Background: an optimization exercise with open tools, aiming at small area. Do not read the settings as production practice. Function was checked by simulation only, so behaviour that the tests miss may differ from the original.

==> trial 31: inputs <==
Design lichtkrant_scanner, start of the top module:
module lichtkrant_scanner (
    input  wire          clk,
    input  wire          rst,         
    input  wire          tick,        
    input  wire          cmd_valid,
    input  wire [2:0]    cmd,
    input  wire [1023:0] src_buf,     
    input  wire [1023:0] seed_buf,    
    input  wire          sync_ack,
    output wire          lat,
    output wire          a0,
    output wire          a1,
    output wire          a2,
    output wire          sclk,
    output wire          dr,
    output wire          dg,
    output wire          panel_en,
    output wire          sync_req,
    output wire [31:0]   frame_idx,
    output wire          cmd_ready,
    output wire          busy
);
    localparam integer COLS = 8;
    localparam integer CW   = 3;             
    localparam integer NB   = 16 * COLS;     
    localparam integer FCW  = 32;
    localparam [CW-1:0] LAST_COL = 3'd7;           
    localparam [2:0] C_INIT     = 3'b001;
    localparam [2:0] C_ENABLE   = 3'b010;
    localparam [2:0] C_DISABLE  = 3'b011;
    localparam [2:0] C_SETFRAME = 3'b100;
    localparam [3:0] P_IDLE      = 4'd0;
    localparam [3:0] P_LAT_HI    = 4'd1;
    localparam [3:0] P_ADDR0     = 4'd2;
    localparam [3:0] P_ADDR1     = 4'd3;
    localparam [3:0] P_ADDR2     = 4'd4;
    localparam [3:0] P_LAT_LO    = 4'd5;
    localparam [3:0] P_SYNC_REQ  = 4'd6;
    localparam [3:0] P_SYNC_WAIT = 4'd7;
    localparam [3:0] P_CLK_LO    = 4'd8;
    localparam [3:0] P_RED       = 4'd9;
    localparam [3:0] P_GRN       = 4'd10;
    localparam [3:0] P_CLK_HI    = 4'd11;
  ...
==> module lichtkrant_scanner, before the edit <==
module lichtkrant_scanner (
    input  wire          clk,
    input  wire          rst,         
    input  wire          tick,        
    input  wire          cmd_valid,
    input  wire [2:0]    cmd,
    input  wire [1023:0] src_buf,     
    input  wire [1023:0] seed_buf,    
    input  wire          sync_ack,
    output wire          lat,
    output wire          a0,
    output wire          a1,
    output wire          a2,
    output wire          sclk,
    output wire          dr,
    output wire          dg,
    output wire          panel_en,
    output wire          sync_req,
    output wire [31:0]   frame_idx,
    output wire          cmd_ready,
    output wire          busy
);
    localparam integer COLS = 8;
    localparam integer CW   = 3;             
    localparam integer NB   = 16 * COLS;     
    localparam integer FCW  = 32;
    localparam [CW-1:0] LAST_COL = 3'd7;           
    localparam [2:0] C_INIT     = 3'b001;
    localparam [2:0] C_ENABLE   = 3'b010;
    localparam [2:0] C_DISABLE  = 3'b011;
    localparam [2:0] C_SETFRAME = 3'b100;
    localparam [3:0] P_IDLE      = 4'd0;
    localparam [3:0] P_LAT_HI    = 4'd1;
    localparam [3:0] P_ADDR0     = 4'd2;
    localparam [3:0] P_ADDR1     = 4'd3;
    localparam [3:0] P_ADDR2     = 4'd4;
    localparam [3:0] P_LAT_LO    = 4'd5;
    localparam [3:0] P_SYNC_REQ  = 4'd6;
    localparam [3:0] P_SYNC_WAIT = 4'd7;
    localparam [3:0] P_CLK_LO    = 4'd8;
    localparam [3:0] P_RED       = 4'd9;
    localparam [3:0] P_GRN       = 4'd10;
    localparam [3:0] P_CLK_HI    = 4'd11;
    reg [3:0]     ph;
    reg [CW-1:0]  col;
    reg [2:0]     row;
    reg [FCW-1:0] frame;
    reg           run;
    reg           tick_pend;
    reg pin_lat, pin_a0, pin_a1, pin_a2, pin_sclk, pin_dr, pin_dg, pin_en;
    reg [8*NB-1:0] fb;
    reg [8*NB-1:0] acc;
    wire ready    = (ph == P_IDLE) || (ph == P_SYNC_WAIT && cmd == C_SETFRAME);
    wire accept   = cmd_valid && ready;
    wire start    = (ph == P_IDLE) && !accept && tick_pend && run;
    wire do_init    = accept && (cmd == C_INIT);
    wire do_enable  = accept && (cmd == C_ENABLE);
    wire do_disable = accept && (cmd == C_DISABLE);
    wire do_setfrm  = accept && (cmd == C_SETFRAME);
    wire          dith    = (ph == P_RED) || (ph == P_GRN);
    wire [6:0]    addr    = {row, col, (ph == P_GRN)};
    wire [7:0]    acc_rd  = acc[addr*8 +: 8];
    wire [7:0]    fb_rd   = fb[addr*8 +: 8];
    wire [8:0]    sum     = {1'b0, acc_rd} + {1'b0, fb_rd};
    wire          out_bit = ~sum[8];
    always @(posedge clk) begin
        if (rst) begin
            ph        <= P_IDLE;
            col       <= {CW{1'b0}};
            row       <= 3'd0;
            frame     <= {FCW{1'b0}};
            run       <= 1'b0;
            tick_pend <= 1'b0;
            pin_lat   <= 1'b0;
            pin_a0    <= 1'b0;
            pin_a1    <= 1'b0;
            pin_a2    <= 1'b0;
            pin_sclk  <= 1'b0;
            pin_dr    <= 1'b0;
            pin_dg    <= 1'b0;
            pin_en    <= 1'b0;
        end else begin
            case (ph)
                P_IDLE: begin
                    if (accept) begin
                        if (do_init) begin
                            row   <= 3'd0;
                            frame <= {FCW{1'b0}};
                        end
                        if (do_enable) begin
                            run    <= 1'b1;
                            pin_en <= 1'b1;
                        end
                        if (do_disable) begin
                            run    <= 1'b0;
                            pin_en <= 1'b0;
                            row    <= 3'd1;      
                            ph     <= P_LAT_HI;
                        end
                    end else if (start) begin
                        row <= row + 3'd1;
                        ph  <= P_LAT_HI;
                    end
                end
                P_LAT_HI: begin
                    pin_lat <= 1'b1;
                    ph      <= P_ADDR0;
                end
                P_ADDR0: begin
                    pin_a0 <= row[0];
                    ph     <= P_ADDR1;
                end
                P_ADDR1: begin
                    pin_a1 <= row[1];
                    ph     <= P_ADDR2;
                end
                P_ADDR2: begin
                    pin_a2 <= row[2];
                    ph     <= P_LAT_LO;
                end
                P_LAT_LO: begin
                    pin_lat <= 1'b0;
                    if (row == 3'd7) begin
                        ph <= P_SYNC_REQ;
                    end else begin
                        col <= {CW{1'b0}};
                        ph  <= P_CLK_LO;
                    end
                end
                P_SYNC_REQ: begin
                    ph <= P_SYNC_WAIT;
                end
                P_SYNC_WAIT: begin
                    if (sync_ack) begin
                        frame <= frame + 1'b1;
                        ph    <= P_IDLE;
                    end
                end
                P_CLK_LO: begin
                    pin_sclk <= 1'b0;
                    ph       <= P_RED;
                end
                P_RED: begin
                    pin_dr <= out_bit;
                    ph     <= P_GRN;
                end
                P_GRN: begin
                    pin_dg <= out_bit;
                    ph     <= P_CLK_HI;
                end
                P_CLK_HI: begin
                    pin_sclk <= 1'b1;
                    if (col == LAST_COL) begin
                        ph <= P_IDLE;
                    end else begin
                        col <= col + 1'b1;
                        ph  <= P_CLK_LO;
                    end
                end
                default: begin
                    ph <= P_IDLE;
                end
            endcase
            if (do_disable)
                tick_pend <= 1'b0;
            else if (tick && run)
                tick_pend <= 1'b1;
            else if (start)
                tick_pend <= 1'b0;
        end
    end
    always @(posedge clk) begin
        if (!rst) begin
            if (do_init || do_disable)
                fb <= {8*NB{1'b0}};
            else if (do_setfrm)
                fb <= src_buf;
        end
    end
    always @(posedge clk) begin
        if (!rst) begin
            if (do_init)
                acc <= seed_buf;
            else if (dith)
                acc[addr*8 +: 8] <= sum[7:0];
        end
    end
    assign lat       = pin_lat;
    assign a0        = pin_a0;
    assign a1        = pin_a1;
    assign a2        = pin_a2;
    assign sclk      = pin_sclk;
    assign dr        = pin_dr;
    assign dg        = pin_dg;
    assign panel_en  = pin_en;
    assign sync_req  = (ph == P_SYNC_REQ);
    assign frame_idx = frame;
    assign cmd_ready = ready;
    assign busy      = (ph != P_IDLE);
endmodule
make LEC_CHECK=0 CAP_MARGIN=20 CORE_AREA='10 10 750 750' DIE_AREA='0 0 760 760' PLACE_DENSITY=0.5 SLEW_MARGIN=20 finish   # period 12.0 ns
run.sh (not shown) runs the stock make flow with config.mk's settings and CLKGATE_MAP_FILE= SYNTH_SCRIPT=/design/flow/synth_recipe.tcl, a recipe that flattens the netlist after the stock synthesis.
==> inputs of build 21, as changes to trial 31 <==
--- a/flow/design.v
+++ b/flow/design.v
@@ -20,11 +20,10 @@
     output wire          cmd_ready,
     output wire          busy
 );
-    localparam integer COLS = 8;
-    localparam integer CW   = 3;             
-    localparam integer NB   = 16 * COLS;     
+    localparam integer NR   = 7;             
+    localparam integer NC   = 16;            
+    localparam integer NK   = NR * NC;       
     localparam integer FCW  = 32;
-    localparam [CW-1:0] LAST_COL = 3'd7;           
     localparam [2:0] C_INIT     = 3'b001;
     localparam [2:0] C_ENABLE   = 3'b010;
     localparam [2:0] C_DISABLE  = 3'b011;
@@ -42,14 +41,13 @@
     localparam [3:0] P_GRN       = 4'd10;
     localparam [3:0] P_CLK_HI    = 4'd11;
     reg [3:0]     ph;
-    reg [CW-1:0]  col;
+    reg [2:0]     col;
     reg [2:0]     row;
     reg [FCW-1:0] frame;
     reg           run;
     reg           tick_pend;
+    reg           fb_zero;
     reg pin_lat, pin_a0, pin_a1, pin_a2, pin_sclk, pin_dr, pin_dg, pin_en;
-    reg [8*NB-1:0] fb;
-    reg [8*NB-1:0] acc;
     wire ready    = (ph == P_IDLE) || (ph == P_SYNC_WAIT && cmd == C_SETFRAME);
     wire accept   = cmd_valid && ready;
     wire start    = (ph == P_IDLE) && !accept && tick_pend && run;
@@ -57,16 +55,94 @@
     wire do_enable  = accept && (cmd == C_ENABLE);
     wire do_disable = accept && (cmd == C_DISABLE);
     wire do_setfrm  = accept && (cmd == C_SETFRAME);
-    wire          dith    = (ph == P_RED) || (ph == P_GRN);
-    wire [6:0]    addr    = {row, col, (ph == P_GRN)};
-    wire [7:0]    acc_rd  = acc[addr*8 +: 8];
-    wire [7:0]    fb_rd   = fb[addr*8 +: 8];
-    wire [8:0]    sum     = {1'b0, acc_rd} + {1'b0, fb_rd};
+    wire       dith = (ph == P_RED) || (ph == P_GRN);
+    wire [3:0] cc   = {col, (ph == P_GRN)};
+    wire [NK-1:0] sel;
+    genvar gi;
+    generate
+        for (gi = 0; gi < NK; gi = gi + 1) begin : g_sel
+            assign sel[gi] = (row == gi / NC) && (cc == gi % NC);
+        end
+    endgenerate
+    wire [8*NK-1:0] fb_q;
+    wire [8*NK-1:0] acc_q;
+    integer k;
+    localparam integer NG = (NK + 2) / 3;    
+    wire [3*NG-1:0]   sel_x = {{(3*NG-NK){1'b0}}, sel};
+    wire [24*NG-1:0]  fb_x  = {{(24*NG-8*NK){1'b0}}, fb_q};
+    wire [24*NG-1:0]  acc_x = {{(24*NG-8*NK){1'b0}}, acc_q};
+    wire [8*NG-1:0]   fb_l, acc_l;
+    genvar gg, gb;
+    generate
+        for (gg = 0; gg < NG; gg = gg + 1) begin : g_rd
+            for (gb = 0; gb < 8; gb = gb + 1) begin : g_b
+                lk_aoi222 u_fb (
+                    .a1(sel_x[3*gg]),   .a2(fb_x[24*gg + gb]),
+                    .b1(sel_x[3*gg+1]), .b2(fb_x[24*gg + 8 + gb]),
+                    .c1(sel_x[3*gg+2]), .c2(fb_x[24*gg + 16 + gb]),
+                    .y(fb_l[8*gg + gb]));
+                lk_aoi222 u_acc (
+                    .a1(sel_x[3*gg]),   .a2(acc_x[24*gg + gb]),
+                    .b1(sel_x[3*gg+1]), .b2(acc_x[24*gg + 8 + gb]),
+                    .c1(sel_x[3*gg+2]), .c2(acc_x[24*gg + 16 + gb]),
+                    .y(acc_l[8*gg + gb]));
+            end
+        end
+    endgenerate
+    reg [7:0] acc_rd, fb_rd;
+    always @* begin
+        acc_rd = 8'hff;
+        fb_rd  = 8'hff;
+        for (k = 0; k < NG; k = k + 1) begin
+            acc_rd = acc_rd & acc_l[8*k +: 8];
+            fb_rd  = fb_rd  & fb_l[8*k +: 8];
+        end
+        acc_rd = ~acc_rd;
+        fb_rd  = ~fb_rd;
+    end
+    reg p_fb, p_acc;
+    wire ld_fb  = !rst && do_setfrm;
+    wire ld_acc = !rst && do_init;
+    wire wr_acc = !rst && dith;
+    always @(posedge clk) begin
+        p_fb  <= ld_fb  ? 1'b0 : ~p_fb;
+        p_acc <= ld_acc ? 1'b0 : ~p_acc;
+    end
+    wire [7:0]    acc_v   = acc_rd ^ {8{~p_acc}};
+    wire [7:0]    fb_v    = (fb_rd ^ {8{~p_fb}}) & {8{~fb_zero}};
+    wire [8:0]    sum     = {1'b0, acc_v} + {1'b0, fb_v};
     wire          out_bit = ~sum[8];
+    wire [7:0]    wdata   = sum[7:0] ^ {8{~p_acc}};
+    generate
+        for (gi = 0; gi < NK; gi = gi + 1) begin : g_cell
+            reg [7:0] fb;
+            reg [7:0] acc;
+            wire we   = wr_acc && sel[gi];
+            wire hold = !(ld_acc || we);
+            wire [7:0] fb_d, acc_d;
+            for (gb = 0; gb < 8; gb = gb + 1) begin : g_b
+                lk_aoi22 u_fb (
+                    .a1(!ld_fb), .a2(src_buf[8*gi + gb]),
+                    .b1(ld_fb), .b2(fb[gb]),
+                    .y(fb_d[gb]));
+                lk_aoi222 u_acc (
+                    .a1(ld_acc), .a2(seed_buf[8*gi + gb]),
+                    .b1(we), .b2(wdata[gb]),
+                    .c1(hold), .c2(acc[gb]),
+                    .y(acc_d[gb]));
+            end
+            always @(posedge clk) begin
+                fb  <= fb_d;
+                acc <= acc_d;
+            end
+            assign fb_q[8*gi +: 8]  = fb;
+            assign acc_q[8*gi +: 8] = acc;
+        end
+    endgenerate
     always @(posedge clk) begin
         if (rst) begin
             ph        <= P_IDLE;
-            col       <= {CW{1'b0}};
+            col       <= 3'd0;
             row       <= 3'd0;
             frame     <= {FCW{1'b0}};
             run       <= 1'b0;
@@ -94,7 +170,7 @@
                         if (do_disable) begin
                             run    <= 1'b0;
                             pin_en <= 1'b0;
-                            row    <= 3'd1;      
+                            row    <= 3'd1;
                             ph     <= P_LAT_HI;
                         end
                     end else if (start) begin
@@ -123,7 +199,7 @@
                     if (row == 3'd7) begin
                         ph <= P_SYNC_REQ;
                     end else begin
-                        col <= {CW{1'b0}};
+                        col <= 3'd0;
                         ph  <= P_CLK_LO;
                     end
                 end
@@ -150,7 +226,7 @@
                 end
                 P_CLK_HI: begin
                     pin_sclk <= 1'b1;
-                    if (col == LAST_COL) begin
+                    if (col == 3'd7) begin
                         ph <= P_IDLE;
                     end else begin
                         col <= col + 1'b1;
@@ -172,17 +248,9 @@
     always @(posedge clk) begin
         if (!rst) begin
             if (do_init || do_disable)
-                fb <= {8*NB{1'b0}};
+                fb_zero <= 1'b1;
             else if (do_setfrm)
-                fb <= src_buf;
-        end
-    end
-    always @(posedge clk) begin
-        if (!rst) begin
-            if (do_init)
-                acc <= seed_buf;
-            else if (dith)
-                acc[addr*8 +: 8] <= sum[7:0];
+                fb_zero <= 1'b0;
         end
     end
     assign lat       = pin_lat;
@@ -198,3 +266,15 @@
     assign cmd_ready = ready;
     assign busy      = (ph != P_IDLE);
 endmodule
+module lk_aoi22 (
+    input  wire a1, a2, b1, b2,
+    output wire y
+);
+    assign y = ~((a1 | a2) & (b1 | b2));
+endmodule
+module lk_aoi222 (
+    input  wire a1, a2, b1, b2, c1, c2,
+    output wire y
+);
+    assign y = ~((a1 & a2) | (b1 & b2) | (c1 & c2));
+endmodule
==> flow/flow/run.sh (new file) <==
#!/bin/bash
# Standard ORFS layout, with the port buffers made of the smallest buffer
# cell and the pins placed one routing track apart.
set -o pipefail
bash standard.sh \
  'BUFFER_PORTS_ARGS=-buffer_cell sky130_fd_sc_hd__buf_1' \
  'PLACE_PINS_ARGS=-min_distance 1 -min_distance_in_tracks' \
  finish > standard.log 2>&1
==> flow/standard.sh (new file) <==
#!/bin/bash
# synth_recipe.tcl (not shown) runs the flow's synth.tcl, then flattens the netlist and writes it again
# the make line also repeats each setting of config.mk as NAME=value (left out here)
make -C /OpenROAD-flow-scripts/flow DESIGN_CONFIG=/design/flow/config.mk WORK_HOME=/design/flow/orfs CLKGATE_MAP_FILE= SYNTH_SCRIPT=/design/flow/synth_recipe.tcl "${@:-finish}"
--- a/flow/config.mk
+++ b/flow/config.mk
@@ -6,7 +6,9 @@
 export NUM_CORES = 4
 export LEC_CHECK = 0
 export CAP_MARGIN = 20
-export CORE_AREA = 10 10 750 750
-export DIE_AREA = 0 0 760 760
-export PLACE_DENSITY = 0.5
+export CORE_AREA = 5 5 335 335
+export DIE_AREA = 0 0 340 340
+export PLACE_DENSITY = 0.72
 export SLEW_MARGIN = 20
+export SYNTH_HIERARCHICAL = 1
+export SYNTH_MINIMUM_KEEP_SIZE = 0
removed: flow/run.sh
==> comparison <==
- Build 21 failed in global routing (5_1_grt) with GRT-0116. Trial 31 went through all stages and came out clean.
- Against build 21, the synthesized area of trial 31 is higher by about 80%.
- Between build 21 and trial 31, the lower synthesized cell count is in build 21 (gap 49%, measured against trial 31).

-- afterwards: timing with drivers on the ports --
In the flow no input, the clock included, has a driving cell. The finished layout below was timed again as built, in two steps.
Step 1 sets driving cells, clkbuf_16 on the clock port and buf_2 on the other inputs (assumed; they add their load-dependent delay and slew).
Step 2 moves the port delays by t, midway between the first and last clock arrival at a register: inputs arrive t later, outputs are due t later. That takes back most of the time a late clock gives input paths.
a / b / c = ideal / step 1 / step 2; a / b = the first two.
run: trial 31
shift t [ns]: 1.073
slack for setup (ns): 3.607 / 3.607 / 3.607
worst setup path at the end: register to register
worst slew at a driven data input, ns: 0.46
pins driven straight from the clock port: 1
After both steps setup and hold are still met in trial 31. For trial 31, drivers alone change the setup slack by 0.000 ns; drivers and shift together by 0.000 ns.
